What follows belongs to an exercise in optimizing a design on an open flow for small area; a production flow would make more cautious choices.
The RTL was checked by simulation tests, not by an equivalence proof against the original design.
Power is estimated from default activity; no workload was simulated.

Design ccsds_rx, start of the top module:
module ccsds_rx (
    input  wire        clk,
    input  wire        rst,             
    input  wire        in_valid,
    input  wire [7:0]  in_byte,
    input  wire        in_kind,         
    input  wire [8:0]  in_blen,         
    output reg         out_valid,
    output reg  [7:0]  out_byte,
    output reg         out_vc,          
    output reg         done,
    output wire [1:0]  status,          
    output wire        frame_kind,
    output wire [8:0]  frame_len,
    output wire [7:0]  data_len,
    output wire [15:0] ecf,
    output wire        bp_type,
    output wire [6:0]  bp_apid,
    output wire        bp_ecf_flag,
    output wire [3:0]  tf_tfvn,
    output wire [15:0] tf_scid,
    output wire        tf_sdid,
    output wire [5:0]  tf_vcid,
    output wire [3:0]  tf_mapid,
    output wire        tf_end_flag,
    output wire        tf_bypass,
    output wire        tf_command,
    output wire        tf_ocf,
    output wire [2:0]  tf_vc_length,
    output wire [2:0]  tf_constr_rule,
    output wire [4:0]  tf_protocol_id
);
clock: 6.0 ns
lec_check: 0
cap_margin: 20
core_margin: 2
core_utilization: 40
slew_margin: 20
run.sh (not shown) runs the stock make flow with config.mk's settings and CLKGATE_MAP_FILE= SYNTH_SCRIPT=/design/flow/synth_recipe.tcl, a recipe that flattens the netlist after the stock synthesis.
==> next run, changes <==
==> flow/flow/run.sh (new file) <==
#!/bin/bash
# Standard layout, with the port buffers made of the smallest buffer cell.
set -euo pipefail
bash standard.sh BUFFER_PORTS_ARGS="-buffer_cell sky130_fd_sc_hd__buf_1" finish > flow.log 2>&1
==> flow/standard.sh (new file) <==
#!/bin/bash
# synth_recipe.tcl (not shown) runs the flow's synth.tcl, then flattens the netlist and writes it again
# the make line also repeats each setting of config.mk as NAME=value (left out here)
make -C /OpenROAD-flow-scripts/flow DESIGN_CONFIG=/design/flow/config.mk WORK_HOME=/design/flow/orfs CLKGATE_MAP_FILE= SYNTH_SCRIPT=/design/flow/synth_recipe.tcl "${@:-finish}"
removed: flow/run.sh
Result:
- power came out higher by a few percent
- combinational power came out lower by roughly a tenth
- worst setup slack gains 0.45 ns
- die area is unchanged
- worst hold slack hardly moves
- final area came out lower by roughly a tenth
- synthesized area does not change
- utilization came out lower by 4.8 points
- clock-buffer cell count came out lower by 1
==> next run, changes <==
==> flow/flow/run.sh (replaced) <==
#!/bin/bash
# Standard layout with three changes: synthesis maps adders with the rest of the
# logic through an area-oriented ABC script (flow/abc.script), and the port
# buffers are made of the smallest buffer cell.
set -euo pipefail
W=$(pwd)
rm -rf "$W/scripts_abc"
cp -r "$FLOW_HOME/scripts" "$W/scripts_abc"
cp "$W/flow/abc.script" "$W/scripts_abc/abc_speed.script"
bash standard.sh SCRIPTS_DIR="$W/scripts_abc" ADDER_MAP_FILE= synth > synth.log 2>&1
bash standard.sh BUFFER_PORTS_ARGS="-buffer_cell sky130_fd_sc_hd__buf_1" finish > layout.log 2>&1
==> flow/flow/abc.script (new file) <==
strash
dch
map -a
topo
- setup slack got worse by 0.63 ns
- worst hold slack barely changes
- first-iteration DRC count falls by 34%
- count of clock-buffer cells in the layout rises by 1
- cell count falls by 7.3%
- via count falls by 18%
- global-route usage falls by 1.2 points
- area after synthesis falls by 17%
- total power falls by 5.8%

========
== before ==
ccsds_rx, a different RTL version from the one above (not shown whole).
Size: about 440 cells after synthesis, ~110 flip-flops, ~120 I/O pins.
clock: 6.0 ns
lec_check: 0
cap_margin: 20
core_margin: 2
core_utilization: 40
slew_margin: 20
standard.sh (not shown) runs the stock make flow with config.mk's settings and CLKGATE_MAP_FILE= SYNTH_SCRIPT=/design/flow/synth_recipe.tcl, a recipe that flattens the netlist after the stock synthesis.
==> flow/flow/run.sh <==
#!/bin/bash
# Standard layout with these changes: synthesis maps adders with the rest of the
# logic through an area-oriented ABC script (flow/abc.script); the port buffers
# are made of the smallest buffer cell; the clock tree uses clkbuf_8 and no
# dummy loads.
set -euo pipefail
W=$(pwd)
rm -rf "$W/scripts_abc"
cp -r "$FLOW_HOME/scripts" "$W/scripts_abc"
cp "$W/flow/abc.script" "$W/scripts_abc/abc_speed.script"
bash standard.sh SCRIPTS_DIR="$W/scripts_abc" ADDER_MAP_FILE= synth > synth.log 2>&1
bash standard.sh BUFFER_PORTS_ARGS="-buffer_cell sky130_fd_sc_hd__buf_1" \
    CTS_ARGS="-sink_clustering_enable -repair_clock_nets -buf_list sky130_fd_sc_hd__clkbuf_8 -dont_use_dummy_load" \
    finish > layout.log 2>&1
==> flow/flow/abc.script <==
strash
&get -n
&deepsyn -J 100
&dch -f
&nf -R 1000 -F 8 -A 4 -a
&put
topo
before was carried through to the last stage, and its layout satisfied the timing, design-rule and antenna checks.
#### Input delta (after over before)
==> flow/flow/abc.script <==
strash
&get -n
&deepsyn -T 30
&dch -f
&nf -R 1000
&put
topo
[summary]
- after against before: met3 wirelength from detailed routing held, inverter count decreased by 3 relative to the old numbers, share of the final layout cell area in multi-input gates has increased.
- Re length of the first detailed-routing pass in iterations: after is 1 down on before.
- Row wire length of the first global-routing pass: after higher / before lower
- Compared to before, the routing of after uses less wire.

static timing again, ports no longer ideal:
Ports are ideal in the flow. The routed layouts listed here were re-timed in OpenROAD. Step 1, drivers: a clkbuf_16 drives clk and a buf_2 each remaining input, both assumed. Step 2 also shifts input and output timing later by t, the mid clock arrival at the registers, as if the neighbouring blocks saw the same clock. Three values: ideal, step 1, step 2; two values: the first two.
run	t (ns)	setup WS [ns]	clock arrival spread, ns	slew at the worst register clock pin (ns)	worst slew at a driven data input, ns
the first run of note 1	0.394	1.050 / 1.011 / 1.405	0.012 / 0.012	0.08 / 0.08	0.04
the second run of note 1	0.397	1.499 / 1.458 / 1.855	0.011 / 0.011	0.08 / 0.08	0.04
the third run of note 1	0.381	0.872 / 0.872 / 0.872	0.009 / 0.010	0.08 / 0.08	0.04
before	0.413	0.493 / 0.457 / 0.607	0.051 / 0.051	0.12 / 0.12	0.03
after	0.410	0.703 / 0.669 / 1.042	0.042 / 0.042	0.11 / 0.11	0.03
After both steps every run listed still meets setup and hold.
